This design comes from an exercise in tuning for small area on the open sky130 flow, not from production work. Only simulation tests tie the RTL to the original design; equivalence was not proved. Power figures rest on the tool's default switching activity, not on a simulated workload.

### flow/standard.sh
#!/bin/bash
# synth_recipe.tcl (not shown) runs the flow's synth.tcl, then flattens the netlist and writes it again
# the make line also repeats each setting of config.mk as NAME=value (left out here)
make -C /OpenROAD-flow-scripts/flow DESIGN_CONFIG=/design/flow/config.mk WORK_HOME=/design/flow/orfs CLKGATE_MAP_FILE= SYNTH_SCRIPT=/design/flow/synth_recipe.tcl "${@:-finish}"
### flow/flow/run.sh
#!/bin/bash
# The standard layout (standard.sh), with these changes:
#  - after the standard synthesis, every combinational cell gets the smallest
#    drive strength of its family (flow/downsize.py); placement's repair_design
#    then resizes or buffers where a net needs more drive;
#  - ports are buffered with sky130_fd_sc_hd__buf_1 (every port still gets its
#    own buffer);
#  - the clock tree is built from clkbuf_4 cells in clusters of up to 10 sinks,
#    without dummy loads.
# Each step's output goes to its own log here; ORFS keeps each tool's log under
# orfs/logs/.
set -euo pipefail
R=orfs/results/sky130hd/ws5_fdc/base
LIB="$FLOW_HOME/platforms/sky130hd/lib/sky130_fd_sc_hd__tt_025C_1v80.lib"
bash standard.sh synth > make_synth.log 2>&1
python3 flow/downsize.py "$LIB" "$R/1_2_yosys.v" > downsize.log 2>&1
rm -f "$R/1_synth.odb" "$R/1_synth.sdc"
bash standard.sh \
  "BUFFER_PORTS_ARGS=-buffer_cell sky130_fd_sc_hd__buf_1" \
  "CTS_ARGS=-sink_clustering_enable -repair_clock_nets -dont_use_dummy_load -buf_list sky130_fd_sc_hd__clkbuf_4 -sink_clustering_size 10 -sink_clustering_max_diameter 60" \
  finish > make_finish.log 2>&1
### flow/constraint.sdc
create_clock -name core_clock -period 10.0 [get_ports {clk}]
set_input_delay 2.0000 -clock core_clock [delete_from_list [all_inputs] [get_ports {clk}]]
set_output_delay 2.0000 -clock core_clock [all_outputs]
set_load 0.01 [all_outputs]
### flow/design.v
module ws5_fdc (
    input  wire        clk,
    input  wire        rst,
    input  wire        in_valid,
    input  wire [7:0]  in_byte,
    output wire        in_ready,
    input  wire        bus_req,
    input  wire        bus_we,
    input  wire [8:0]  bus_addr,
    input  wire [1:0]  bus_size,
    input  wire [31:0] bus_wdata,
    output wire [31:0] bus_rdata,
    output wire        bus_err,
    output wire        irq
);
    reg [7*32-1:0] sh_q;        
    reg            hdr7_q;      
    reg [5:0]      cnt_q;       
    reg            pend_q;
    reg            ev_ovf_q;
    reg            ev_rsy_q;
    reg [2:0]      ie_q;
    wire       acc_ok = (bus_size == 2'd2) && (bus_addr[1:0] == 2'b00);
    wire [6:0] word   = bus_addr[8:2];
    wire       rd_en  = bus_req && !bus_we && acc_ok && !rst;
    wire       wr_en  = bus_req &&  bus_we && acc_ok && !rst;
    assign bus_err  = bus_req && (rst || !acc_ok);
    assign in_ready = !pend_q && !rst;
    assign irq      = (pend_q && ie_q[0]) || (ev_ovf_q && ie_q[1]) || (ev_rsy_q && ie_q[2]);
    wire [6:0] d0 = sh_q[7*8 +: 7];
    wire [6:0] d1 = sh_q[7*7 +: 7];
    wire [6:0] d2 = sh_q[7*6 +: 7];
    wire [6:0] d3 = sh_q[7*5 +: 7];
    wire [6:0] d4 = sh_q[7*4 +: 7];
    wire [6:0] d5 = sh_q[7*3 +: 7];
    wire [6:0] d6 = sh_q[7*2 +: 7];
    wire [6:0] d7 = sh_q[7*1 +: 7];
    wire [6:0] d8 = sh_q[7*0 +: 7];
    wire [2:0]  cls_row, cls_kind;
    wire        cls_prox;
    ws5_fdc_cls u_cls (.h(d0), .row(cls_row), .kind(cls_kind), .prox(cls_prox));
    wire [9:0]  thr_low;
    wire        thr_sign;
    ws5_fdc_thr u_thr (.m({d5[2:0], d6[6:0]}), .neg(d8[3]), .q(thr_low), .sign(thr_sign));
    wire [11:0] rot_a12;
    ws5_fdc_rot u_rot (.raw({d6[3:0], d7[6:0]}), .q(rot_a12));
    wire s0, s1p, s1n, s1f, s3, s4, s5, s8, f8, f9, f10, f11, f12, f13, f14, f15, f16,
         f17, f18, f19, f20, f21, hi, fen;
    ws5_fdc_dec u_dec (
        .rd_en(rd_en), .word(word), .pend(pend_q), .hdr7(hdr7_q),
        .s0(s0), .s1p(s1p), .s1n(s1n), .s1f(s1f), .s3(s3), .s4(s4), .s5(s5), .s8(s8),
        .f8(f8), .f9(f9), .f10(f10), .f11(f11), .f12(f12), .f13(f13), .f14(f14), .f15(f15),
        .f16(f16), .f17(f17), .f18(f18), .f19(f19), .f20(f20), .f21(f21),
        .hi(hi), .fen(fen));
    wire [7:6] frame_hi;
    wire [65:0] frame_low;
    ws5_fdc_frd u_frd (.en(fen), .k(word[4:0]), .cnt(cnt_q), .hdr7(hdr7_q),
                       .x0n(!(f13 | f15)), .x1n(!(f12 | f14 | f18)), .x2n(!f11),
                       .sh(sh_q), .ql(frame_low), .q(frame_hi));
    wire [7:6] frame_val = {frame_hi[7], frame_hi[6] ^ (f14 | f15)};
    wire cnt_nz = cnt_q != 6'd0;
    ws5_fdc_rdmux u_rd (
        .s0(s0), .s1p(s1p), .s1n(s1n), .s1f(s1f), .s3(s3), .s4(s4), .s5(s5), .s8(s8),
        .f8(f8), .f9(f9), .f10(f10), .f11(f11), .f12(f12), .f13(f13), .f14(f14), .f15(f15),
        .f16(f16), .f17(f17), .f18(f18), .f19(f19), .f20(f20), .f21(f21),
        .hi(hi), .w(word[2:0]),
        .d0(d0), .d1(d1), .d2(d2), .d3(d3), .d4(d4), .d5(d5), .d6(d6), .d7(d7), .d8(d8),
        .nd76(!d7[6]), .nd86(!d8[6]), .cnt(cnt_q),
        .mode0(cnt_nz && hdr7_q), .mode1(cnt_nz && !hdr7_q),
        .ev_ovf(ev_ovf_q), .ev_rsy(ev_rsy_q), .ie(ie_q),
        .irq0(pend_q && ie_q[0]), .irq1(ev_ovf_q && ie_q[1]), .irq2(ev_rsy_q && ie_q[2]),
        .kind(cls_kind), .row(cls_row), .prox(cls_prox),
        .thr(thr_low), .ts(thr_sign), .rot(rot_a12[10:0]), .rs(rot_a12[11]),
        .wh0(d8[0] ^ d8[1]), .wn(d8[0] & !d8[1]), .fr(frame_val), .frl(frame_low),
        .q(bus_rdata));
    wire       push, hdr7_p, pend_d, ev_ovf_d, ev_rsy_d;
    wire [5:0] cnt_d;
    wire [2:0] ie_d;
    wire [6:0] sh_in;
    ws5_fdc_ctl u_ctl (
        .rst(rst), .in_valid(in_valid), .in_byte(in_byte), .wr_en(wr_en), .word(word),
        .wdata(bus_wdata[2:0]), .cnt(cnt_q), .pend(pend_q), .hdr7(hdr7_q),
        .ev_ovf(ev_ovf_q), .ev_rsy(ev_rsy_q), .ie(ie_q),
        .push(push), .hdr7_p(hdr7_p), .sh_in(sh_in), .cnt_d(cnt_d), .pend_d(pend_d),
        .ev_ovf_d(ev_ovf_d), .ev_rsy_d(ev_rsy_d), .ie_d(ie_d));
    always @(posedge clk) begin
        if (push)
            sh_q <= {sh_q[7*31-1:0], sh_in};
    end
    always @(posedge clk) begin
        if (push)
            hdr7_q <= hdr7_p;
    end
    always @(posedge clk) begin
        cnt_q    <= cnt_d;
        pend_q   <= pend_d;
        ev_ovf_q <= ev_ovf_d;
        ev_rsy_q <= ev_rsy_d;
        ie_q     <= ie_d;
    end
endmodule
module ws5_fdc_frd (
    input  wire         en,
    input  wire [4:0]   k,
    input  wire [5:0]   cnt,
    input  wire         hdr7,
    input  wire         x0n, x1n, x2n,       
    input  wire [223:0] sh,
    output wire [65:0]  ql,      
    output wire [7:6]   q
);
    wire [4:0] pos;
    wire [5:1] c;
    assign pos[0] = ~(cnt[0] ^ k[0]);
    assign c[1]   = cnt[0] & ~k[0];
    genvar f;
    generate for (f = 1; f < 5; f = f + 1) begin : g_fa
        ws5_fdc_fa u_fa (.a(cnt[f]), .b(~k[f]), .ci(c[f]), .s(pos[f]), .co(c[f+1]));
    end endgenerate
    wire       vis = en && (cnt[5] | c[5]);
    wire [3:0]  pl_n;
    wire [7:0]  ph_n;
    wire [31:0] sel;
    genvar p, b;
    generate
        for (p = 0; p < 4; p = p + 1) begin : g_pl
            assign pl_n[p] = !(pos[1:0] == p);
        end
        for (p = 0; p < 8; p = p + 1) begin : g_ph
            assign ph_n[p] = !(vis && (pos[4:2] == p));
        end
        for (p = 0; p < 3; p = p + 1) begin : g_selx
            ws5_fdc_oai21 u_sel (.a(pl_n[p % 4]), .b(ph_n[p / 4]), .c(p == 0 ? x0n : p == 1 ? x1n : x2n),
                                 .y(sel[p]));
        end
        for (p = 3; p < 32; p = p + 1) begin : g_sel
            ws5_fdc_nor2 u_sel (.a(pl_n[p % 4]), .b(ph_n[p / 4]), .y(sel[p]));
        end
        for (b = 0; b < 7; b = b + 1) begin : g_bit
            wire [31:0] col;
            wire [10:0] n;
            for (p = 0; p < 32; p = p + 1) begin : g_col
                assign col[p] = sh[7*p + b];
            end
            ws5_fdc_aoi32 u_ao (.s(sel), .d(col), .n(n));
            if (b < 6) begin : g_low
                assign ql[11*b +: 11] = n;
            end else begin : g_b6
                assign q[6] = ~(&n);
            end
        end
    endgenerate
    assign q[7] = vis && hdr7 && (k == 5'd0);
endmodule
module ws5_fdc_aoi32 (
    input  wire [31:0] s,
    input  wire [31:0] d,
    output wire [10:0] n
);
    genvar i;
    generate for (i = 0; i < 10; i = i + 1) begin : g_n
        ws5_fdc_aoi222 u_n (.a(s[3*i]), .b(d[3*i]), .c(s[3*i+1]), .d(d[3*i+1]),
                            .e(s[3*i+2]), .f(d[3*i+2]), .y(n[i]));
    end endgenerate
    ws5_fdc_aoi22 u_n10 (.a(s[30]), .b(d[30]), .c(s[31]), .d(d[31]), .y(n[10]));
endmodule
module ws5_fdc_aoi222 (input wire a, b, c, d, e, f, output wire y);
    assign y = ~(a & b | c & d | e & f);
endmodule
module ws5_fdc_nor3 (input wire a, b, c, output wire y);
    assign y = ~(a | b | c);
endmodule
module ws5_fdc_fa (input wire a, b, ci, output wire s, co);
    assign s  = a ^ b ^ ci;
    assign co = (a & b) | (ci & (a ^ b));
endmodule
module ws5_fdc_oai21 (input wire a, b, c, output wire y);
    assign y = ~((a | b) & c);
endmodule
module ws5_fdc_nand2 (input wire a, b, output wire y);
    assign y = ~(a & b);
endmodule
module ws5_fdc_nor2 (input wire a, b, output wire y);
    assign y = ~(a | b);
endmodule
module ws5_fdc_aoi22 (input wire a, b, c, d, output wire y);
    assign y = ~(a & b | c & d);
endmodule
module ws5_fdc_dec (
    input  wire       rd_en,
    input  wire [6:0] word,
    input  wire       pend,
    input  wire       hdr7,
    output wire s0, s1p, s1n, s1f, s3, s4, s5, s8,
    output wire f8, f9, f10, f11, f12, f13, f14, f15, f16, f17, f18, f19, f20, f21,
    output wire hi,
    output wire fen
);
    wire lo   = rd_en & (word[6:5] == 2'b00);
    wire gA_n = !lo;
    wire gP_n = !(lo & pend);
    wire gN_n = !(lo & !pend);
    wire gF_n = !(lo & pend & !hdr7);
    wire gV_n = !(lo & pend & hdr7);
    wire gW_n = !(lo & !(pend & hdr7));
    assign hi  = rd_en & (word[6:3] == 4'b0100);
    assign fen = rd_en & (word[6:5] == 2'b10);
    wire [3:0] a_n;
    wire [7:0] b_n;
    genvar i;
    generate
        for (i = 0; i < 4; i = i + 1) begin : g_a
            assign a_n[i] = !(word[1:0] == i);
        end
        for (i = 0; i < 8; i = i + 1) begin : g_b
            assign b_n[i] = !(word[4:2] == i);
        end
    endgenerate
    ws5_fdc_nor3 u_s0 (.a(gA_n), .b(a_n[0]), .c(b_n[0]), .y(s0));
    ws5_fdc_nor3 u_s1p (.a(gP_n), .b(a_n[1]), .c(b_n[0]), .y(s1p));
    ws5_fdc_nor3 u_s1n (.a(gN_n), .b(a_n[1]), .c(b_n[0]), .y(s1n));
    ws5_fdc_nor3 u_s1f (.a(gF_n), .b(a_n[1]), .c(b_n[0]), .y(s1f));
    ws5_fdc_nor3 u_s3 (.a(gA_n), .b(a_n[3]), .c(b_n[0]), .y(s3));
    ws5_fdc_nor3 u_s4 (.a(gA_n), .b(a_n[0]), .c(b_n[1]), .y(s4));
    ws5_fdc_nor3 u_s5 (.a(gA_n), .b(a_n[1]), .c(b_n[1]), .y(s5));
    ws5_fdc_nor3 u_s8 (.a(gW_n), .b(a_n[0]), .c(b_n[2]), .y(s8));
    ws5_fdc_nor3 u_f8 (.a(gV_n), .b(a_n[0]), .c(b_n[2]), .y(f8));
    ws5_fdc_nor3 u_f9 (.a(gV_n), .b(a_n[1]), .c(b_n[2]), .y(f9));
    ws5_fdc_nor3 u_f10 (.a(gV_n), .b(a_n[2]), .c(b_n[2]), .y(f10));
    ws5_fdc_nor3 u_f11 (.a(gV_n), .b(a_n[3]), .c(b_n[2]), .y(f11));
    ws5_fdc_nor3 u_f12 (.a(gV_n), .b(a_n[0]), .c(b_n[3]), .y(f12));
    ws5_fdc_nor3 u_f13 (.a(gV_n), .b(a_n[1]), .c(b_n[3]), .y(f13));
    ws5_fdc_nor3 u_f14 (.a(gV_n), .b(a_n[2]), .c(b_n[3]), .y(f14));
    ws5_fdc_nor3 u_f15 (.a(gV_n), .b(a_n[3]), .c(b_n[3]), .y(f15));
    ws5_fdc_nor3 u_f16 (.a(gV_n), .b(a_n[0]), .c(b_n[4]), .y(f16));
    ws5_fdc_nor3 u_f17 (.a(gV_n), .b(a_n[1]), .c(b_n[4]), .y(f17));
    ws5_fdc_nor3 u_f18 (.a(gV_n), .b(a_n[2]), .c(b_n[4]), .y(f18));
    ws5_fdc_nor3 u_f19 (.a(gV_n), .b(a_n[3]), .c(b_n[4]), .y(f19));
    ws5_fdc_nor3 u_f20 (.a(gV_n), .b(a_n[0]), .c(b_n[5]), .y(f20));
    ws5_fdc_nor3 u_f21 (.a(gV_n), .b(a_n[1]), .c(b_n[5]), .y(f21));
endmodule
module ws5_fdc_cls (
    input  wire [6:0] h,
    output reg  [2:0] row,
    output reg  [2:0] kind,
    output wire       prox
);
    always @* begin
        if      (h[6:2] == 5'b10000)  begin row = 3'd0; kind = 3'd1; end
        else if (h[6:1] == 6'b000000) begin row = 3'd1; kind = 3'd2; end
        else if (h[5:3] == 3'b100)    begin row = 3'd2; kind = 3'd3; end
        else if (h[5:1] == 5'b11010)  begin row = 3'd3; kind = 3'd3; end
        else if (h[5:1] == 5'b10100)  begin row = 3'd4; kind = 3'd4; end
        else if (h[5:1] == 5'b11000)  begin row = 3'd5; kind = 3'd4; end
        else if (h[5:1] == 5'b10101)  begin row = 3'd6; kind = 3'd5; end
        else                          begin row = 3'd7; kind = 3'd7; end
    end
    assign prox = (row >= 3'd2) && (row <= 3'd6) && h[6];
endmodule
module ws5_fdc_thr (
    input  wire [9:0] m,
    input  wire       neg,
    output wire [9:0] q,
    output wire       sign
);
    wire [9:0] any;
    assign any[0] = 1'b0;
    genvar i;
    generate for (i = 1; i < 10; i = i + 1) begin : g_any
        assign any[i] = any[i-1] | m[i-1];
    end endgenerate
    assign q    = m ^ ({10{neg}} & any);
    assign sign = neg & (any[9] | m[9]);
endmodule
module ws5_fdc_rot (
    input  wire [10:0] raw,
    output wire [11:0] q
);
    wire lo = !raw[10] & (!raw[9] | !raw[8] | !raw[7] |
                          !(raw[6] | raw[5] | raw[4] | raw[3] | raw[2]));
    wire [10:0] y = ~raw;
    wire [11:0] c;
    assign c[0] = lo;
    assign c[1] = y[0] & c[0];
    assign c[2] = y[1] & c[1];
    assign c[3] = y[2] & c[2];
    wire   t3   = !lo | c[3];                        
    assign c[4] = y[3] & t3;
    assign c[5] = y[4] & c[4];
    assign c[6] = y[5] & c[5];
    assign c[7] = y[6] & c[6];
    assign c[8] = y[7] & c[7];
    assign c[9]  = (y[8] & !lo) | (c[8] & (y[8] | !lo));
    assign c[10] = (y[9] & !lo) | (c[9] & (y[9] | !lo));
    assign c[11] = (y[10] & !lo) | (c[10] & (y[10] | !lo));
    assign q[2:0]  = y[2:0] ^ c[2:0];
    assign q[3]    = y[3] ^ t3;
    assign q[7:4]  = y[7:4] ^ c[7:4];
    assign q[10:8] = y[10:8] ^ {3{!lo}} ^ c[10:8];
    assign q[11]   = !c[11];
endmodule
module ws5_fdc_ctl (
    input  wire       rst,
    input  wire       in_valid,
    input  wire [7:0] in_byte,
    input  wire       wr_en,
    input  wire [6:0] word,
    input  wire [2:0] wdata,
    input  wire [5:0] cnt,
    input  wire       pend,
    input  wire       hdr7,
    input  wire       ev_ovf,
    input  wire       ev_rsy,
    input  wire [2:0] ie,
    output wire       push,
    output wire       hdr7_p,
    output wire [6:0] sh_in,
    output wire [5:0] cnt_d,
    output wire       pend_d,
    output wire       ev_ovf_d,
    output wire       ev_rsy_d,
    output wire [2:0] ie_d
);
    wire wr_ctrl = wr_en && (word == 7'd2);
    wire srst    = wr_ctrl && wdata[1];
    wire ack     = wr_ctrl && !wdata[1] && wdata[0] && pend;
    wire wr_ev   = wr_en && (word == 7'd3);
    wire wr_ie   = wr_en && (word == 7'd4);
    assign push    = in_valid && !pend && !rst;
    wire   cnt_z   = (cnt == 6'd0);
    wire   restart = srst || in_byte[7] || cnt[5];           
    wire   at0     = restart || cnt_z;
    wire [5:0] cnt_inc = cnt + 6'd1;
    assign hdr7_p  = at0 ? in_byte[7] : hdr7;
    wire   bin_done = !restart && hdr7 && (cnt[4:0] == 5'd8);
    wire   asc_done = (in_byte == 8'h0D) && (at0 || !hdr7);
    assign sh_in   = asc_done ? 7'h00 : in_byte[6:0];
    wire   clr     = srst || ack;
    assign cnt_d    = rst ? 6'd0 : push ? (restart ? 6'd1 : cnt_inc) : clr ? 6'd0 : cnt;
    assign pend_d   = rst ? 1'b0 : push ? (bin_done || asc_done) : clr ? 1'b0 : pend;
    assign ev_ovf_d = !rst && ((push && !in_byte[7] && !srst && cnt[5]) ||
                               (ev_ovf && !srst && !(wr_ev && wdata[0])));
    assign ev_rsy_d = !rst && ((push && in_byte[7] && !srst && !cnt_z) ||
                               (ev_rsy && !srst && !(wr_ev && wdata[1])));
    assign ie_d     = rst ? 3'b000 : wr_ie ? wdata : ie;
endmodule
module ws5_fdc_rdmux (
    input  wire s0,
    input  wire s1p,
    input  wire s1n,
    input  wire s1f,
    input  wire s3,
    input  wire s4,
    input  wire s5,
    input  wire s8,
    input  wire f8,
    input  wire f9,
    input  wire f10,
    input  wire f11,
    input  wire f12,
    input  wire f13,
    input  wire f14,
    input  wire f15,
    input  wire f16,
    input  wire f17,
    input  wire f18,
    input  wire f19,
    input  wire f20,
    input  wire f21,
    input  wire [6:0]  d0, d1, d2, d3, d4, d5, d6, d7, d8,
    input  wire        nd76, nd86,
    input  wire [5:0]  cnt,
    input  wire        mode0, mode1,
    input  wire        ev_ovf, ev_rsy,
    input  wire [2:0]  ie,
    input  wire        irq0, irq1, irq2,
    input  wire [2:0]  kind, row,
    input  wire        prox,
    input  wire [9:0]  thr,
    input  wire        ts,
    input  wire [10:0] rot,
    input  wire        rs,
    input  wire        wh0, wn,
    input  wire [7:6]  fr,
    input  wire [65:0] frl,
    input  wire        hi,
    input  wire [2:0]  w,
    output wire [31:0] q
);
    wire sel_s1p = s1p;
    wire sel_f20 = f20;
    wire sel_f9 = f9;
    wire sel_f10 = f10;
    wire sel_f21 = f21;
    wire sel_s3 = s3;
    wire sel_s4 = s4;
    wire sel_s5 = s5;
    wire sel_f8 = f8;
    wire sel_f19 = f19;
    wire sel_f16 = f16;
    wire sel_f17 = f17;
    wire n0;
    ws5_fdc_aoi222 u_n0 (.a(sel_f20), .b(d2[2]), .c(sel_f9), .d(d3[5]), .e(sel_f10), .f(d5[3]), .y(n0));
    wire n1;
    ws5_fdc_aoi222 u_n1 (.a(sel_f21), .b(d7[5]), .c(sel_s3), .d(ev_ovf), .e(sel_s4), .f(ie[0]), .y(n1));
    wire n2;
    ws5_fdc_aoi222 u_n2 (.a(sel_s5), .b(irq0), .c(sel_f8), .d(kind[0]), .e(sel_f19), .f(rot[0]), .y(n2));
    wire n3;
    ws5_fdc_aoi22 u_n3 (.a(sel_f16), .b(thr[0]), .c(sel_f17), .d(wh0), .y(n3));
    wire sel_s1f = s1f;
    wire sg0;
    wire n4;
    ws5_fdc_nand2 u_n4 (.a(sel_f17), .b(wn), .y(n4));
    assign sg0 = ~(n4);
    wire cr1 = hi & ((w == 3'd1) | (w == 3'd3) | (w == 3'd4) | (w == 3'd5) | (w == 3'd6));
    wire n5;
    ws5_fdc_aoi222 u_n5 (.a(sel_f20), .b(d2[3]), .c(sel_f9), .d(d3[6]), .e(sel_f10), .f(d5[4]), .y(n5));
    wire n6;
    ws5_fdc_aoi222 u_n6 (.a(sel_f21), .b(d7[6]), .c(sel_s3), .d(ev_rsy), .e(sel_s4), .f(ie[1]), .y(n6));
    wire n7;
    ws5_fdc_aoi222 u_n7 (.a(sel_s5), .b(irq1), .c(sel_f8), .d(kind[1]), .e(sel_f19), .f(rot[1]), .y(n7));
    wire n8;
    ws5_fdc_nand2 u_n8 (.a(sel_f16), .b(thr[1]), .y(n8));
    wire sel_s1n = s1n;
    wire cr2 = hi & ((w == 3'd0) | (w == 3'd1) | (w == 3'd3) | (w == 3'd4) | (w == 3'd5) | (w == 3'd6));
    wire n9;
    ws5_fdc_aoi222 u_n9 (.a(sel_f9), .b(d2[0]), .c(sel_f20), .d(d2[4]), .e(sel_f10), .f(d5[5]), .y(n9));
    wire n10;
    ws5_fdc_aoi222 u_n10 (.a(sel_f21), .b(d6[0]), .c(sel_s4), .d(ie[2]), .e(sel_s5), .f(irq2), .y(n10));
    wire n11;
    ws5_fdc_aoi222 u_n11 (.a(sel_f8), .b(kind[2]), .c(sel_s1n), .d(mode0), .e(sel_f19), .f(rot[2]), .y(n11));
    wire n12;
    ws5_fdc_nand2 u_n12 (.a(sel_f16), .b(thr[2]), .y(n12));
    wire sel_s8 = s8;
    wire cr3 = hi & ((w == 3'd0) | (w == 3'd1) | (w == 3'd2) | (w == 3'd3) | (w == 3'd4) | (w == 3'd5) | (w == 3'd6));
    wire n13;
    ws5_fdc_aoi222 u_n13 (.a(sel_f9), .b(d2[1]), .c(sel_f20), .d(d2[5]), .e(sel_f10), .f(d5[6]), .y(n13));
    wire n14;
    ws5_fdc_aoi222 u_n14 (.a(sel_f21), .b(d6[1]), .c(sel_s1n), .d(mode1), .e(sel_f19), .f(rot[3]), .y(n14));
    wire n15;
    ws5_fdc_aoi22 u_n15 (.a(sel_f8), .b(row[0]), .c(sel_f16), .d(thr[3]), .y(n15));
    wire sel_s1n_s8 = s1n | s8;
    wire cr4 = hi & ((w == 3'd0) | (w == 3'd1) | (w == 3'd2) | (w == 3'd3) | (w == 3'd4) | (w == 3'd5) | (w == 3'd6));
    wire n16;
    ws5_fdc_aoi222 u_n16 (.a(sel_f9), .b(d2[2]), .c(sel_f20), .d(d2[6]), .e(sel_f10), .f(d4[0]), .y(n16));
    wire n17;
    ws5_fdc_aoi222 u_n17 (.a(sel_f21), .b(d6[2]), .c(sel_f19), .d(rot[4]), .e(sel_f8), .f(row[1]), .y(n17));
    wire n18;
    ws5_fdc_nand2 u_n18 (.a(sel_f16), .b(thr[4]), .y(n18));
    wire sel_s0_s8 = s0 | s8;
    wire cr5 = hi & ((w == 3'd0) | (w == 3'd1) | (w == 3'd2) | (w == 3'd3) | (w == 3'd4) | (w == 3'd5) | (w == 3'd6));
    wire n19;
    ws5_fdc_aoi222 u_n19 (.a(sel_f20), .b(d1[0]), .c(sel_f9), .d(d2[3]), .e(sel_f10), .f(d4[1]), .y(n19));
    wire n20;
    ws5_fdc_aoi222 u_n20 (.a(sel_f21), .b(d6[3]), .c(sel_f19), .d(rot[5]), .e(sel_f8), .f(row[2]), .y(n20));
    wire n21;
    ws5_fdc_nand2 u_n21 (.a(sel_f16), .b(thr[5]), .y(n21));
    wire cr6 = hi & ((w == 3'd0) | (w == 3'd1));
    wire n22;
    ws5_fdc_aoi222 u_n22 (.a(sel_f8), .b(d0[0]), .c(sel_f20), .d(d1[1]), .e(sel_f9), .f(d2[4]), .y(n22));
    wire n23;
    ws5_fdc_aoi222 u_n23 (.a(sel_f10), .b(d4[2]), .c(sel_f21), .d(d6[4]), .e(sel_f19), .f(rot[6]), .y(n23));
    wire n24;
    ws5_fdc_nand2 u_n24 (.a(sel_f16), .b(thr[6]), .y(n24));
    wire sel_f11 = f11;
    wire sel_f18 = f18;
    wire sg1;
    wire sel_f12 = f12;
    wire sel_f13 = f13;
    wire n25;
    ws5_fdc_aoi222 u_n25 (.a(sel_f12), .b(d7[6]), .c(sel_f13), .d(d8[6]), .e(sel_f17), .f(wn), .y(n25));
    assign sg1 = ~(n25);
    wire cr7 = hi & ((w == 3'd0) | (w == 3'd1) | (w == 3'd2) | (w == 3'd3) | (w == 3'd4) | (w == 3'd5) | (w == 3'd6));
    wire n26;
    ws5_fdc_aoi222 u_n26 (.a(sel_f20), .b(d1[2]), .c(sel_f9), .d(d2[5]), .e(sel_f10), .f(d4[3]), .y(n26));
    wire n27;
    ws5_fdc_aoi222 u_n27 (.a(sel_f11), .b(d5[0]), .c(sel_f18), .d(d6[0]), .e(sel_f21), .f(d6[5]), .y(n27));
    wire n28;
    ws5_fdc_aoi222 u_n28 (.a(sel_f8), .b(prox), .c(sel_f19), .d(rot[7]), .e(sel_f16), .f(thr[7]), .y(n28));
    wire sel_s0 = s0;
    wire n29;
    ws5_fdc_aoi222 u_n29 (.a(sel_s1p), .b(cnt[0]), .c(sel_f20), .d(d1[3]), .e(sel_f9), .f(d2[6]), .y(n29));
    wire n30;
    ws5_fdc_aoi222 u_n30 (.a(sel_f10), .b(d4[4]), .c(sel_f11), .d(d5[1]), .e(sel_f18), .f(d6[1]), .y(n30));
    wire n31;
    ws5_fdc_aoi222 u_n31 (.a(sel_f21), .b(d6[6]), .c(sel_f19), .d(rot[8]), .e(sel_f16), .f(thr[8]), .y(n31));
    wire cr9 = hi & ((w == 3'd6));
    wire n32;
    ws5_fdc_aoi222 u_n32 (.a(sel_s1p), .b(cnt[1]), .c(sel_f9), .d(d1[0]), .e(sel_f20), .f(d1[4]), .y(n32));
    wire n33;
    ws5_fdc_aoi222 u_n33 (.a(sel_f10), .b(d4[5]), .c(sel_f21), .d(d5[0]), .e(sel_f11), .f(d5[2]), .y(n33));
    wire n34;
    ws5_fdc_aoi222 u_n34 (.a(sel_f18), .b(d6[2]), .c(sel_f19), .d(rot[9]), .e(sel_f16), .f(thr[9]), .y(n34));
    wire sg2;
    wire n35;
    ws5_fdc_aoi222 u_n35 (.a(sel_f12), .b(d7[6]), .c(sel_f13), .d(d8[6]), .e(sel_f16), .f(ts), .y(n35));
    wire n36;
    ws5_fdc_nand2 u_n36 (.a(sel_f17), .b(wn), .y(n36));
    assign sg2 = ~(n35 & n36);
    wire cr10 = hi & ((w == 3'd3));
    wire n37;
    ws5_fdc_aoi222 u_n37 (.a(sel_s1p), .b(cnt[2]), .c(sel_f9), .d(d1[1]), .e(sel_f20), .f(d1[5]), .y(n37));
    wire n38;
    ws5_fdc_aoi222 u_n38 (.a(sel_f10), .b(d4[6]), .c(sel_f21), .d(d5[1]), .e(sel_f18), .f(d6[3]), .y(n38));
    wire n39;
    ws5_fdc_nand2 u_n39 (.a(sel_f19), .b(rot[10]), .y(n39));
    wire sg3;
    wire n40;
    ws5_fdc_aoi222 u_n40 (.a(sel_f12), .b(d7[6]), .c(sel_f13), .d(d8[6]), .e(sel_f19), .f(rs), .y(n40));
    wire n41;
    ws5_fdc_aoi22 u_n41 (.a(sel_f16), .b(ts), .c(sel_f17), .d(wn), .y(n41));
    assign sg3 = ~(n40 & n41);
    wire cr11 = hi & ((w == 3'd4) | (w == 3'd6));
    wire n42;
    ws5_fdc_aoi222 u_n42 (.a(sel_s1p), .b(cnt[3]), .c(sel_f9), .d(d1[2]), .e(sel_f20), .f(d1[6]), .y(n42));
    wire n43;
    ws5_fdc_aoi22 u_n43 (.a(sel_f10), .b(d3[0]), .c(sel_f21), .d(d5[2]), .y(n43));
    wire cr12 = hi & ((w == 3'd3) | (w == 3'd5));
    wire n44;
    ws5_fdc_aoi222 u_n44 (.a(sel_s1p), .b(cnt[4]), .c(sel_f9), .d(d1[3]), .e(sel_f10), .f(d3[1]), .y(n44));
    wire n45;
    ws5_fdc_nand2 u_n45 (.a(sel_f21), .b(d5[3]), .y(n45));
    wire cr13 = hi & ((w == 3'd2) | (w == 3'd3) | (w == 3'd4) | (w == 3'd5) | (w == 3'd6));
    wire n46;
    ws5_fdc_aoi222 u_n46 (.a(sel_s1p), .b(cnt[5]), .c(sel_f9), .d(d1[4]), .e(sel_f10), .f(d3[2]), .y(n46));
    wire n47;
    ws5_fdc_nand2 u_n47 (.a(sel_f21), .b(d5[4]), .y(n47));
    wire cr14 = hi & ((w == 3'd0));
    wire n48;
    ws5_fdc_aoi222 u_n48 (.a(sel_f9), .b(d1[5]), .c(sel_f10), .d(d3[3]), .e(sel_f21), .f(d5[5]), .y(n48));
    wire cr15 = hi & ((w == 3'd0) | (w == 3'd1) | (w == 3'd2) | (w == 3'd3) | (w == 3'd4) | (w == 3'd5) | (w == 3'd6));
    wire n49;
    ws5_fdc_aoi222 u_n49 (.a(sel_f9), .b(d1[6]), .c(sel_f10), .d(d3[4]), .e(sel_f21), .f(d5[6]), .y(n49));
    wire cr16 = hi & ((w == 3'd0) | (w == 3'd2) | (w == 3'd3) | (w == 3'd6));
    wire n50;
    ws5_fdc_aoi222 u_n50 (.a(sel_s1n), .b(cnt[0]), .c(sel_f8), .d(d0[0]), .e(sel_f21), .f(d4[0]), .y(n50));
    wire cr17 = hi & ((w == 3'd1) | (w == 3'd2) | (w == 3'd3));
    wire n51;
    ws5_fdc_aoi222 u_n51 (.a(sel_s1n), .b(cnt[1]), .c(sel_f8), .d(d0[1]), .e(sel_f21), .f(d4[1]), .y(n51));
    wire cr18 = hi & ((w == 3'd4) | (w == 3'd5) | (w == 3'd6));
    wire n52;
    ws5_fdc_aoi222 u_n52 (.a(sel_s1n), .b(cnt[2]), .c(sel_f8), .d(d0[2]), .e(sel_f21), .f(d4[2]), .y(n52));
    wire n53;
    ws5_fdc_aoi222 u_n53 (.a(sel_s1n), .b(cnt[3]), .c(sel_f8), .d(d0[3]), .e(sel_f21), .f(d4[3]), .y(n53));
    wire n54;
    ws5_fdc_aoi222 u_n54 (.a(sel_s1n), .b(cnt[4]), .c(sel_f8), .d(d0[4]), .e(sel_f21), .f(d4[4]), .y(n54));
    wire n55;
    ws5_fdc_aoi222 u_n55 (.a(sel_s1n), .b(cnt[5]), .c(sel_f8), .d(d0[5]), .e(sel_f21), .f(d4[5]), .y(n55));
    wire n56;
    ws5_fdc_aoi22 u_n56 (.a(sel_f8), .b(d0[6]), .c(sel_f21), .d(d4[6]), .y(n56));
    wire n57;
    ws5_fdc_nand2 u_n57 (.a(sel_f21), .b(d3[0]), .y(n57));
    wire n58;
    ws5_fdc_nand2 u_n58 (.a(sel_f21), .b(d3[1]), .y(n58));
    wire n59;
    ws5_fdc_nand2 u_n59 (.a(sel_f21), .b(d3[2]), .y(n59));
    wire n60;
    ws5_fdc_nand2 u_n60 (.a(sel_f21), .b(d3[3]), .y(n60));
    wire n61;
    ws5_fdc_nand2 u_n61 (.a(sel_f21), .b(d3[4]), .y(n61));
    wire n62;
    ws5_fdc_nand2 u_n62 (.a(sel_f21), .b(d3[5]), .y(n62));
    wire n63;
    ws5_fdc_nand2 u_n63 (.a(sel_f21), .b(d3[6]), .y(n63));
    wire n64;
    ws5_fdc_nand2 u_n64 (.a(sel_f21), .b(d2[0]), .y(n64));
    wire n65;
    ws5_fdc_nand2 u_n65 (.a(sel_f21), .b(d2[1]), .y(n65));
    assign q[0] = ~(n0 & n1 & n2 & n3 & frl[0] & frl[1] & frl[2] & frl[3] & frl[4] & frl[5] & frl[6] & frl[7] & frl[8] & frl[9] & frl[10]) | sel_s1p;
    assign q[1] = ~(n5 & n6 & n7 & n8 & frl[11] & frl[12] & frl[13] & frl[14] & frl[15] & frl[16] & frl[17] & frl[18] & frl[19] & frl[20] & frl[21]) | sel_s1f | sg0 | cr1;
    assign q[2] = ~(n9 & n10 & n11 & n12 & frl[22] & frl[23] & frl[24] & frl[25] & frl[26] & frl[27] & frl[28] & frl[29] & frl[30] & frl[31] & frl[32]) | sg0 | cr2;
    assign q[3] = ~(n13 & n14 & n15 & frl[33] & frl[34] & frl[35] & frl[36] & frl[37] & frl[38] & frl[39] & frl[40] & frl[41] & frl[42] & frl[43]) | sel_s8 | sg0 | cr3;
    assign q[4] = ~(n16 & n17 & n18 & frl[44] & frl[45] & frl[46] & frl[47] & frl[48] & frl[49] & frl[50] & frl[51] & frl[52] & frl[53] & frl[54]) | sel_s1n_s8 | sg0 | cr4;
    assign q[5] = ~(n19 & n20 & n21 & frl[55] & frl[56] & frl[57] & frl[58] & frl[59] & frl[60] & frl[61] & frl[62] & frl[63] & frl[64] & frl[65]) | sel_s0_s8 | sg0 | cr5;
    assign q[6] = ~(n22 & n23 & n24) | sg0 | cr6 | fr[6];
    assign q[7] = ~(n26 & n27 & n28) | sg1 | cr7 | fr[7];
    assign q[8] = ~(n29 & n30 & n31) | sel_s0 | sg1;
    assign q[9] = ~(n32 & n33 & n34) | sg1 | cr9;
    assign q[10] = ~(n37 & n38 & n39) | sg2 | cr10;
    assign q[11] = ~(n42 & n43) | sel_s0 | sg3 | cr11;
    assign q[12] = ~(n44 & n45) | sg3 | cr12;
    assign q[13] = ~(n46 & n47) | sg3 | cr13;
    assign q[14] = ~(n48) | sg3 | cr14;
    assign q[15] = ~(n49) | sg3 | cr15;
    assign q[16] = ~(n50) | sg3 | cr16;
    assign q[17] = ~(n51) | sel_s0 | sg3 | cr17;
    assign q[18] = ~(n52) | sel_s0 | sg3 | cr18;
    assign q[19] = ~(n53) | sg3;
    assign q[20] = ~(n54) | sg3;
    assign q[21] = ~(n55) | sg3;
    assign q[22] = ~(n56) | sg3;
    assign q[23] = ~(n57) | sel_f8 | sg3;
    assign q[24] = ~(n58) | sg3;
    assign q[25] = ~(n59) | sg3;
    assign q[26] = ~(n60) | sg3;
    assign q[27] = ~(n61) | sg3;
    assign q[28] = ~(n62) | sg3;
    assign q[29] = ~(n63) | sg3;
    assign q[30] = ~(n64) | sg3;
    assign q[31] = ~(n65) | sg3;
endmodule
### flow/config.mk
export PLATFORM = sky130hd
export DESIGN_NAME = ws5_fdc
export DESIGN_NICKNAME = ws5_fdc
export VERILOG_FILES = /design/flow/design.v
export SDC_FILE = /design/flow/constraint.sdc
export NUM_CORES = 4
export LEC_CHECK = 0
export CAP_MARGIN = 20
export CORE_MARGIN = 2
export CORE_UTILIZATION = 60
export PLACE_DENSITY = 0.75
export SLEW_MARGIN = 20
export SYNTH_HIERARCHICAL = 1
export SYNTH_MINIMUM_KEEP_SIZE = 0
### flow/flow/downsize.py
#!/usr/bin/env python3
"""Give every combinational cell of a mapped netlist the smallest drive strength of its
family (same function name, same pins), e.g. nor3_2 -> nor3_1. Registers and tie cells are
left alone. Later repair (repair_design) resizes or buffers where a net needs more drive.
usage: downsize.py LIB NETLIST  (rewrites NETLIST in place, prints a summary)"""
import re
import sys
from collections import Counter

lib_path, net_path = sys.argv[1], sys.argv[2]
lib = open(lib_path).read()

cells = {}
for m in re.finditer(r'\n\s*cell\s*\(\s*"?(\w+)"?\s*\)\s*\{', lib):
    name = m.group(1)
    start = m.end()
    nxt = re.search(r'\n\s*cell\s*\(', lib[start:])
    body = lib[start:start + nxt.start()] if nxt else lib[start:]
    area = float(re.search(r'\barea\s*:\s*([\d.]+)', body).group(1))
    pins = tuple(sorted(re.findall(r'\bpin\s*\(\s*"?(\w+)"?\s*\)', body)))
    seq = bool(re.search(r'\b(ff|latch|statetable)\s*\(', body))
    dont = bool(re.search(r'dont_use\s*:\s*true', body))
    cells[name] = (area, pins, seq, dont)

def family(name):
    return re.sub(r'_\d+$', '', name)

best = {}
for name, (area, pins, seq, dont) in cells.items():
    if seq or dont or 'lpflow' in name or 'probe' in name:
        continue
    key = (family(name), pins)
    if key not in best or area < cells[best[key]][0]:
        best[key] = name

net = open(net_path).read()
changes = Counter()
saved = 0.0
out = []
for line in net.split('\n'):
    m = re.match(r'^(\s*)(sky130_fd_sc_hd__\w+)(\s+.*)$', line)
    if m:
        name = m.group(2)
        if name in cells:
            area, pins, seq, dont = cells[name]
            if not seq and not family(name).endswith('conb'):
                new = best.get((family(name), pins), name)
                if new != name:
                    changes[(name, new)] += 1
                    saved += area - cells[new][0]
                    line = m.group(1) + new + m.group(3)
    out.append(line)
open(net_path, 'w').write('\n'.join(out))
for (a, b), n in sorted(changes.items()):
    print("%4d  %s -> %s" % (n, a, b))
print("cells changed: %d, area saved: %.1f um2" % (sum(changes.values()), saved))
==> summary.md, run 1 <==
| Metric | Value |
|---|---|
| Tmin final | 8.71 ns |
| Layout cells sized above 1 | 5.50% |
| Commonest non-fill, non-tap cell in the layout | edfxtp_1 |
| 1st-iter DRT viols | 1603 |
| CTS tree | done |
| Most frequent cells in the layout | edfxtp_1 (225), a222oi_1 (113), nand2_1 (62) |
| Fmax | 115 MHz |
| TritonCTS Buffers | 28 |
| Final setup viols | 0 |
| R2R setup slack | 7.57 ns |
| Pwr Total | 1.66 mW |
| Total of max-cap violations | 0 |
| Number of global-route vias before repair | 7736 |
| Worst path most repeated cell | fa_1 |
| Slowest CP cell | a222oi_1 |
| Critical path origin | bus_addr[2] |
| Worst-path cell chain | buf_1, inv_1, ha_1, fa_1, fa_1, fa_1, fa_1, o21a_1, nand3b_1, o21ai_0, a222oi_1, nand4_1, or3_1, xnor2_1, nor2_1, o21ai_0, buf_1 |
| Fill count | 1254 |
| Detailed Place HPWL | 21900 µm |
| Fin Setup TNS | 0 ns |
| Worst EP required | 8.00 ns |
| Largest net degree at the start of global routing | 179 |
| Crit-path leading delay family | adder cells |
| Worst r2r src | pend_q |
| Pre-CTS setup slack | 1.46 ns |
| Startpoint Class | input port |
| Die footprint | 18800 µm² |
| Tightest Hold Check Type | register to register |
| I/O pins | 91 |
| Final Cell Area | 11500 µm² |
| Status | timing/DRC/antenna clean |
| LEAKAGE | 3.83 nW |
| Worst-Margin Slew | 1.08 ns |
| Final hold violation count | 0 |
| Longest Clk Path Bufs | 3 |
| Clock transition at path regs | 0.11 ns |
| Drt first pass iters | 14 |
| Period utilization | 87.1% |
| CP Buf/Inv Count | 3 |
| H-tree depth | 1 |
| Critical path class | input port to primary output |
| CP arrival | 6.71 ns |
| GPL Wtd Cong | 1.04 |
| Syn Inst Count | 766 |
| Hold_buf cts | 0 |
| Global route total overflow | 0 |
| Initial core utilization | 61.5% |
| CP max stage delay | 0.67 ns |
| Clock sink count | 237 |
| Mapped Avg Cell Area | 13.9 µm² |
| Relative slew margins | 27.7% |
| Critical path capture point | bus_rdata[6] |
| Synth warnings | 8 |
| Fin worst setup slack | 1.29 ns |
| Vias | 8129 |
| Die Width | 137 µm |
| Clk latency of the worst-skew pair | 0.68 ns |
| Wirelength per Cell | 28.4 µm |
| Area Overhead vs Synth | 7.66% |
| GRT Overall Usage | 33.3% |
| Max VDD drop | 108 µV |
| Post-Syn Area | 10600 µm² |
| Post-CTS Setup Inserts | 0 |
| Slew Viols, Final | 0 |
| Final wirelength | 30700 µm |
| Die Ht | 137 µm |
| Synthesized Nets | 840 |
| Detail Route Antenna Nets | 0 |
| RSZ-0062 raised after global routing | no |
| Std-Cell Core Area | 17300 µm² |
| Layout net count | 930 |
| First-pass GRT wire length | 46700 µm |
| Clock Skew | 0.0610 ns |
| Root Buffer Master | clkbuf_4 |
| Worst reg2reg path depth | 3 |
| CP endpoint kind | primary output |
| # port buffers | 61 |
| Area of the multi-input gates | 3510 µm² |
| Area taken by flip-flops and latches | 7000 µm² |
| Worst-path maximum fanout | 7 |
| Crit path depth | 17 |
| Row Count | 48 |
| DR vias/cell | 7.53 |
| DR DRC count | 0 |
| Dpl cell area | 11200 µm² |
| Post-layout util | 66.2% |
| Worst reg2reg endpoint | sh_q[46] |
| Initial antenna violation count | 1 |
| CTS resizes | 0 |
| PD cells | 145 nW/µm² |
-- sequential cells by signal, summed over array words and instances, names as in the netlist --
| register | count |
|---|---|
| pend_q | 1 |
| ev_ovf_q | 1 |
| cnt_q | 6 |
| hdr7_q | 1 |
| ev_rsy_q | 1 |
| ie_q | 3 |
| sh_q | 224 |
-- stage by stage --
step | std cells | hold WS, ns
floorplan | 766 | 0.425
global placement | 1051 | 0.431
detailed placement | 1051 | 0.432
CTS | 1079 | 0.391
global route | 1080 | 0.441
finish | 1080 | 0.422
-- per-layer routing --
metal  part of all wire [%]  vias up  track usage, %
li1                       -     3450               -
met1                     37     3896            46.5
met2                     46      685            52.8
met3                     12       98            5.07
met4                    4.7        0            13.6
met5                      0        -               0
-- cell type report --
class                           instances  share of cell area (%)
Antenna cell                            1                  0.0218
Sequential cell                       237                    61.1
Inverter                               27                   0.885
Multi-Input combinational cell        486                    30.6
Timing Repair Buffer                   76                    3.09
Tap cell                              225                    2.46
Clock buffer                           28                    1.84
-- power by group --
group,total [mW],internal [mW],switching (mW)
registers,1.16,1.13,0.0340
clock network,0.420,0.128,0.292
logic,0.0799,0.0240,0.0559
-- worst min-delay path by stage --
stage	start	end	slack [ns]	cells past startpoint
finish	sh_q[118]	sh_q[125]	0.42	0
global route	sh_q[104]	sh_q[111]	0.44	0
CTS	sh_q[118]	sh_q[125]	0.39	0
detailed placement	sh_q[157]	sh_q[164]	0.43	0
global placement	sh_q[126]	sh_q[133]	0.43	0
floorplan	sh_q[105]	sh_q[112]	0.43	0
==> run 2: changes to the inputs <==
--- a/flow/design.v
+++ b/flow/design.v
@@ -56,5 +56,5 @@
     wire [65:0] frame_low;
     ws5_fdc_frd u_frd (.en(fen), .k(word[4:0]), .cnt(cnt_q), .hdr7(hdr7_q),
-                       .x0n(!(f13 | f15)), .x1n(!(f12 | f14 | f18)), .x2n(!f11),
+                       .m0(pend_q && !hdr7_q), .x0n(!(f13 | f15)), .x1n(!(f12 | f14 | f18)), .x2n(!f11),
                        .sh(sh_q), .ql(frame_low), .q(frame_hi));
     wire [7:6] frame_val = {frame_hi[7], frame_hi[6] ^ (f14 | f15)};
@@ -105,4 +105,5 @@
     input  wire [5:0]   cnt,
     input  wire         hdr7,
+    input  wire         m0,                  
     input  wire         x0n, x1n, x2n,       
     input  wire [223:0] sh,
@@ -130,6 +131,7 @@
             assign ph_n[p] = !(vis && (pos[4:2] == p));
         end
-        for (p = 0; p < 3; p = p + 1) begin : g_selx
-            ws5_fdc_oai21 u_sel (.a(pl_n[p % 4]), .b(ph_n[p / 4]), .c(p == 0 ? x0n : p == 1 ? x1n : x2n),
+        ws5_fdc_oai31 u_sel0 (.a(pl_n[0]), .b(ph_n[0]), .c(m0), .d(x0n), .y(sel[0]));
+        for (p = 1; p < 3; p = p + 1) begin : g_selx
+            ws5_fdc_oai21 u_sel (.a(pl_n[p % 4]), .b(ph_n[p / 4]), .c(p == 1 ? x1n : x2n),
                                  .y(sel[p]));
         end
@@ -175,4 +177,7 @@
     assign co = (a & b) | (ci & (a ^ b));
 endmodule
+module ws5_fdc_oai31 (input wire a, b, c, d, output wire y);
+    assign y = ~((a | b | c) & d);
+endmodule
 module ws5_fdc_oai21 (input wire a, b, c, output wire y);
     assign y = ~((a | b) & c);
@@ -335,5 +340,5 @@
     wire   bin_done = !restart && hdr7 && (cnt[4:0] == 5'd8);
     wire   asc_done = (in_byte == 8'h0D) && (at0 || !hdr7);
-    assign sh_in   = asc_done ? 7'h00 : in_byte[6:0];
+    assign sh_in   = in_byte[6:0];
     wire   clr     = srst || ack;
     assign cnt_d    = rst ? 6'd0 : push ? (restart ? 6'd1 : cnt_inc) : clr ? 6'd0 : cnt;
--- a/flow/flow/run.sh
+++ b/flow/flow/run.sh
@@ -6,5 +6,5 @@
 #  - ports are buffered with sky130_fd_sc_hd__buf_1 (every port still gets its
 #    own buffer);
-#  - the clock tree is built from clkbuf_4 cells in clusters of up to 10 sinks,
+#  - the clock tree is built from clkbuf_8 cells in clusters of up to 16 sinks,
 #    without dummy loads.
 # Each step's output goes to its own log here; ORFS keeps each tool's log under
@@ -18,4 +18,4 @@
 bash standard.sh \
   "BUFFER_PORTS_ARGS=-buffer_cell sky130_fd_sc_hd__buf_1" \
-  "CTS_ARGS=-sink_clustering_enable -repair_clock_nets -dont_use_dummy_load -buf_list sky130_fd_sc_hd__clkbuf_4 -sink_clustering_size 10 -sink_clustering_max_diameter 60" \
+  "CTS_ARGS=-sink_clustering_enable -repair_clock_nets -dont_use_dummy_load -buf_list sky130_fd_sc_hd__clkbuf_8 -sink_clustering_size 16 -sink_clustering_max_diameter 80" \
   finish > make_finish.log 2>&1
==> run 2 against run 1 <==
  * Final cell count shrank 1.2%
  * Area after synthesis shrank 0.34%
  * Non-clock buffer count is the same
  * Design area is essentially flat
  * Synthesized cell count is the same
  * Largest cell class unchanged
==> summary.md, run 2 <==
| Metric | Value |
|---|---|
| Clock Skew | 0.0328 ns (-0.0281 ns) |
| Largest net degree at the start of global routing | 183 (+2.2%) |
| Max VDD drop | 165 µV (+52%) |
| 1st-iter DRT viols | 1705 (+6.4%) |
| Worst-Margin Slew | 1.13 ns (+0.0549 ns) |
| Relative slew margins | 23.6% (-4.2 points) |
| Mapped Avg Cell Area | 13.8 µm² (-0.34%) |
| Drt first pass iters | 8 (-6) |
| Std-Cell Core Area | 17300 µm² (unchanged) |
| Synth warnings | 8 (unchanged) |
| CP arrival | 6.95 ns (+0.24 ns) |
| CTS tree | done |
| Pre-CTS setup slack | 1.20 ns (-0.261 ns) |
| Hold_ws | 0.448 ns (+0.0260 ns) |
| First-pass GRT wire length | 45400 µm (-2.8%) |
| Period utilization | 89.5% (+2.3 points) |
| Commonest non-fill, non-tap cell in the layout | edfxtp_1 |
| Antenna diode count | 0 (-1) |
| Fin Setup TNS | 0 ns (unchanged) |
| Top Registers | sh_q (224), cnt_q (6), ie_q (3) |
| Global route total overflow | 0 (unchanged) |
| DR DRC count | 0 (unchanged) |
| Initial antenna violation count | 0 (-1) |
| Vias | 8107 (-0.27%) |
| Fmax | 112 MHz (-2.6%) |
| Detailed Place HPWL | 22500 µm (+2.9%) |
| Worst r2r src | pend_q |
| Row Count | 48 (unchanged) |
| Longest Clk Path Bufs | 3 (unchanged) |
| Area Overhead vs Synth | 8.11% |
| Worst-path cell chain | buf_1, or4b_1, nor4b_1, nand4_1, nor3_1, nor3_1, o21ai_1, a222oi_1, nand4_1, or3_1, xnor2_1, nor2_1, o21ai_0, buf_1 |
| Total of max-cap violations | 0 (unchanged) |
| Tightest Hold Check Type | register to register |
| Finished Layout Cells | 1067 (-1.2%) |
| H-tree depth | 1 (unchanged) |
| Critical path class | input port to primary output |
| Slowest CP cell | nor4b_1 |
| Worst EP required | 8.00 ns (about the same) |
| CP endpoint kind | primary output |
| Die Width | 137 µm (-0.17%) |
| Final wirelength | 31300 µm (+2.0%) |
| Max reg flops | 224 (unchanged) |
| Min-delay src | sh_q[147] |
| Root Buffer Master | clkbuf_8 |
| Slew Viols, Final | 0 (unchanged) |
| Clk latency of the worst-skew pair | 0.54 ns (-0.14 ns) |
| Crit-path leading delay family | simple AND/OR/NAND/NOR gates |
| Hold_buf cts | 0 (unchanged) |
| CP Buf/Inv Count | 2 (-1) |
| Syn Inst Count | 766 (unchanged) |
| Clock sink count | 237 (unchanged) |
| Final hold violation count | 0 (unchanged) |
| Wirelength per Cell | 29.4 µm (+3.2%) |
| Die footprint | 18700 µm² (-0.34%) |
| Startpoint Class | input port |
| Critical path origin | rst |
| Die Ht | 137 µm (-0.17%) |
| TritonCTS Buffers | 19 (-32%) |
| Final setup viols | 0 (unchanged) |
| # port buffers | 61 (unchanged) |
| Largest Register | sh_q |
| LEAKAGE | 3.76 nW (-1.8%) |
| GRT Overall Usage | 33.0% (-0.30 points) |
| CP max stage delay | 0.95 ns (+0.28 ns) |
| Status | timing/DRC/antenna clean |
| Layout net count | 918 (-1.3%) |
| Most frequent cells in the layout | edfxtp_1 (225), a222oi_1 (113), nand2_1 (63) |
| DR vias/cell | 7.60 (+0.94%) |
| PD cells | 150 nW/µm² (+3.3%) |
| Initial core utilization | 61.3% (-0.21 points) |
| GPL Wtd Cong | 0.984 (-5.5%) |
| Layout cells sized above 1 | 4.63% (-0.87 points) |
| Placed cells | 1048 (-0.29%) |
| Synthesized Nets | 840 (unchanged) |
| RSZ-0062 raised after global routing | no |
| Worst-path maximum fanout | 14 (+7) |
| Post-Syn Area | 10600 µm² (-0.34%) |
| Number of global-route vias before repair | 7380 (-4.6%) |
| Fin worst setup slack | 1.05 ns (-0.234 ns) |
| Detail Route Antenna Nets | 0 (unchanged) |
| Post-CTS Setup Inserts | 0 (unchanged) |
| I/O pins | 91 (unchanged) |
| Post-layout util | 66.3% (about the same) |
| CTS resizes | 0 (unchanged) |
| Tmin final | 8.95 ns (+0.234 ns) |
| Clock transition at path regs | 0.10 ns (about the same) |
[run 2: metal layers]
layer,GRT usage (%),up-vias,wire (µm)
met5,0,-,0
li1,-,3412,-
met2,49.5,621,14200
met4,12.7,0,1270
met1,48.0,3993,11900
met3,6.56,81,3930
[run 2: final cells by class]
cell class | count | area (µm²)
well taps | 225 | 282
inverters | 27 | 101
multi-input cells | 483 | 3470
fillers | 1249 | 5830
repair buffers | 76 | 354
clock buffers | 19 | 262
flip-flops and latches | 237 | 7000
[run 2: per-stage QoR]
| step | area [µm²] | total power [mW] |
|---|---|---|
| 2_1_floorplan | 10600 | 1.23 |
| 3_3_place_gp | 11200 | 1.26 |
| 3_5_place_dp | 11200 | 1.27 |
| 4_1_cts | 11400 | 1.72 |
| 5_1_grt | 11500 | 1.76 |
| 6_report | 11500 | 1.72 |
[run 2: final timing paths]
check                                    end  slack [ns]  cells after the start
worst max-delay path            bus_rdata[6]        1.05                     14
worst min register to register     sh_q[154]        0.45                      0
worst max register to register      sh_q[53]        7.43                      3
worst min-delay path               sh_q[154]        0.45                      0
[run 2: power breakdown]
part	switching, mW	leakage, nW	internal (mW)	total (mW)
combinational	0.0630	1.42	0.0270	0.0900
sequential	0.0367	2.21	1.13	1.16
clock	0.291	0.137	0.171	0.462
total	0.391	3.76	1.32	1.72
==> run 3: changes to the inputs <==
--- a/flow/flow/run.sh
+++ b/flow/flow/run.sh
@@ -6,5 +6,5 @@
 #  - ports are buffered with sky130_fd_sc_hd__buf_1 (every port still gets its
 #    own buffer);
-#  - the clock tree is built from clkbuf_8 cells in clusters of up to 16 sinks,
+#  - the clock tree is built from clkbuf_4 cells in clusters of up to 8 sinks,
 #    without dummy loads.
 # Each step's output goes to its own log here; ORFS keeps each tool's log under
@@ -18,4 +18,4 @@
 bash standard.sh \
   "BUFFER_PORTS_ARGS=-buffer_cell sky130_fd_sc_hd__buf_1" \
-  "CTS_ARGS=-sink_clustering_enable -repair_clock_nets -dont_use_dummy_load -buf_list sky130_fd_sc_hd__clkbuf_8 -sink_clustering_size 16 -sink_clustering_max_diameter 80" \
+  "CTS_ARGS=-sink_clustering_enable -repair_clock_nets -dont_use_dummy_load -buf_list sky130_fd_sc_hd__clkbuf_4 -sink_clustering_size 8 -sink_clustering_max_diameter 50" \
   finish > make_finish.log 2>&1
==> run 3 against run 2 <==
  * Via count rose by 1.2%
  * Setup slack improved by 0.019 ns
  * Critical path type unchanged
  * Combinational power barely moved
  * Sequential power barely moved
  * First-iteration DRC count rose by 0.12%
  * Clock skew rose by 0.042 ns
  * Highest routed layer unchanged
  * Area after synthesis did not move
  * Critical path depth did not move
  * Fmax rose by 0.22%
  * Power rose by 1.0%
==> summary.md, run 3 <==
| Metric | Value |
|---|---|
| Status | timing/DRC/antenna clean |
| Met3 usage | 7.67% (+1.1 points) |
| Detail Route Antenna Nets | 0 (unchanged) |
| Layout net count | 936 (+2.0%) |
| Most frequent cells in the layout | edfxtp_1 (225), a222oi_1 (113), nand2_1 (63) |
| CTS tree | done |
| Critical path class | input port to primary output |
| Die footprint | 18700 µm² (unchanged) |
| CTS resizes | 0 (unchanged) |
| Row Count | 48 (unchanged) |
| Std-Cell Core Area | 17300 µm² (unchanged) |
| Synthesized Nets | 840 (unchanged) |
| Pwr Total | 1.73 mW (+1.0%) |
| Die Ht | 137 µm (unchanged) |
| CP arrival | 6.93 ns (-0.02 ns) |
| Worst-path maximum fanout | 14 (unchanged) |
| Worst EP required | 8.00 ns (about the same) |
| Clk latency of the worst-skew pair | 0.65 ns (+0.11 ns) |
| Post-Syn Area | 10600 µm² (unchanged) |
| Fill count | 1274 (+2.0%) |
| Vias | 8205 (+1.2%) |
| Slew Viols, Final | 0 (unchanged) |
| Startpoint Class | input port |
| Synth warnings | 8 (unchanged) |
| # port buffers | 61 (unchanged) |
| Initial antenna violation count | 1 (+1) |
| M2 GR Usage | 49.8% (+0.30 points) |
| Root Buffer Master | clkbuf_4 |
| Most used routing layer | met2 |
| CP endpoint kind | primary output |
| Total of max-cap violations | 0 (unchanged) |
| Global route total overflow | 0 (unchanged) |
| Layout cells sized above 1 | 6.63% (+2.0 points) |
| Final wirelength | 31500 µm (+0.66%) |
| LEAKAGE | 3.79 nW (+0.89%) |
| Final hold violation count | 0 (unchanged) |
| Largest Register | sh_q |
| Tightest Hold Check Type | register to register |
| Clock Skew | 0.0748 ns (+0.0420 ns) |
| Wirelength per Cell | 29.0 µm (-1.1%) |
| GPL Wtd Cong | 0.984 (unchanged) |
| TritonCTS Buffers | 37 (+18) |
| Fmax | 112 MHz (+0.22%) |
| Clock sink count | 237 (unchanged) |
| Fin Setup TNS | 0 ns (unchanged) |
| PD cells | 151 nW/µm² (+0.85%) |
| Mapped Avg Cell Area | 13.8 µm² (unchanged) |
| Commonest non-fill, non-tap cell in the layout | edfxtp_1 |
| Hold_ws | 0.414 ns (-0.0335 ns) |
| Top Registers | sh_q (224), cnt_q (6), ie_q (3) |
| Area Overhead vs Synth | 8.28% |
| Number of global-route vias before repair | 7488 (+1.5%) |
| Die Width | 137 µm (unchanged) |
| Largest net degree at the start of global routing | 183 (unchanged) |
| Syn Inst Count | 766 (unchanged) |
| Post-CTS Setup Inserts | 0 (unchanged) |
| Hold_buf cts | 0 (unchanged) |
| Worst-Margin Slew | 1.14 ns (+0.0127 ns) |
| DR vias/cell | 7.56 (-0.56%) |
| GRT Overall Usage | 33.5% (+0.52 points) |
| H-tree depth | 2 (+1) |
| Tmin final | 8.93 ns (-0.0195 ns) |
| First-pass GRT wire length | 45800 µm (+0.87%) |
| Relative slew margins | 22.7% (-0.86 points) |
| Max reg flops | 224 (unchanged) |
| DR DRC count | 0 (unchanged) |
| 1st-iter DRT viols | 1707 (+0.12%) |
| Initial core utilization | 61.3% (unchanged) |
| Clock transition at path regs | 0.08 ns (-0.02 ns) |
| I/O pins | 91 (unchanged) |
| Period utilization | 89.3% (-0.19 points) |
| Drt first pass iters | 9 (+1) |
| Detailed Place HPWL | 22500 µm (unchanged) |
| Global-route met1 utilization | 48.1% (+0.089 points) |
| Final setup viols | 0 (unchanged) |
| Longest Clk Path Bufs | 3 (unchanged) |
| RSZ-0062 raised after global routing | no |
| Max VDD drop | 105 µV (-37%) |
## run 3: routing by layer
layer	vias up	part of all wire, %	wire, µm
li1	3467	-	-
met1	4002	38	12000
met2	651	45	14300
met3	85	13	3970
met4	0	4.1	1280
met5	-	0	0
## run 3: where the power goes
part / total, mW / internal (mW) / leakage (nW) / switching (mW)
clock: 0.479 / 0.170 / 0.170 / 0.309
sequential: 1.16 / 1.13 / 2.21 / 0.0370
combinational: 0.0897 / 0.0269 / 1.42 / 0.0627
total: 1.73 / 1.32 / 3.79 / 0.409
## run 3: final timing paths
path                  from  depth (start not counted)            to  slack, ns
setup / recovery       rst                         14  bus_rdata[6]       1.07
hold / removal    sh_q[73]                          0      sh_q[80]       0.41
setup reg to reg    pend_q                          3      sh_q[73]       7.44
hold reg to reg   sh_q[73]                          0      sh_q[80]       0.41
## run 3: critical path, cell delays in order
cell	delay, ns
buf_1	0.24
or4b_1	0.59
nor4b_1	0.96
nand4_1	0.73
nor3_1	0.79
nor3_1	0.09
o21ai_1	0.44
a222oi_1	0.27
nand4_1	0.17
or3_1	0.17
xnor2_1	0.13
nor2_1	0.07
o21ai_0	0.09
buf_1	0.19
## run 3: through the flow
| step | utilization, % | setup WS, ns | std cells | instance area (µm²) |
|---|---|---|---|---|
| 6_report | 66.4 | 1.07 | 1086 | 11500 |
| 5_1_grt | 66.4 | 0.915 | 1086 | 11500 |
| 4_1_cts | 66.3 | 1.22 | 1085 | 11500 |
| 3_5_place_dp | 64.7 | 1.20 | 1048 | 11200 |
| 3_3_place_gp | 64.7 | 1.37 | 1048 | 11200 |
| 2_1_floorplan | - | 1.01 | 766 | 10600 |
## run 3: cell type report
cell class	instances	area [µm²]	area share, %
flip-flops and latches	237	7000	60.9
multi-input cells	483	3470	30.2
repair buffers	76	354	3.08
well taps	225	282	2.45
clock buffers	37	278	2.42
inverters	27	101	0.883
diodes	1	2.50	0.0218

[re-timing with driven ports]
The results above use ideal ports. As a check the final layouts listed here were re-extracted and re-timed, cells and wires unchanged. Step 1 (the two cells are an assumption about what drives the block):
set clk [get_ports {clk}]
set_driving_cell -lib_cell sky130_fd_sc_hd__clkbuf_16 $clk
set_driving_cell -lib_cell sky130_fd_sc_hd__buf_2 [delete_from_list [all_inputs] $clk]
Step 2 also shifts input and output timing later by t, the mid clock arrival at the registers, as if the neighbouring blocks saw the same clock. Slacks: ideal / step 1 / step 2; pairs: ideal / step 1.
run	shift t [ns]	setup slack, ns	worst hold slack (ns)	worst slew at a driven data input, ns
run 1	0.690	1.289 / 1.261 / 1.261	0.422 / 0.422 / 0.422	0.04
run 2	0.561	1.055 / 1.030 / 1.030	0.448 / 0.448 / 0.448	0.04
run 3	0.646	1.074 / 1.050 / 1.050	0.414 / 0.414 / 0.414	0.04
After both steps every run listed still meets setup and hold. For run 1, which loses most, drivers alone change the setup slack by -0.028 ns; drivers and shift together by -0.028 ns.
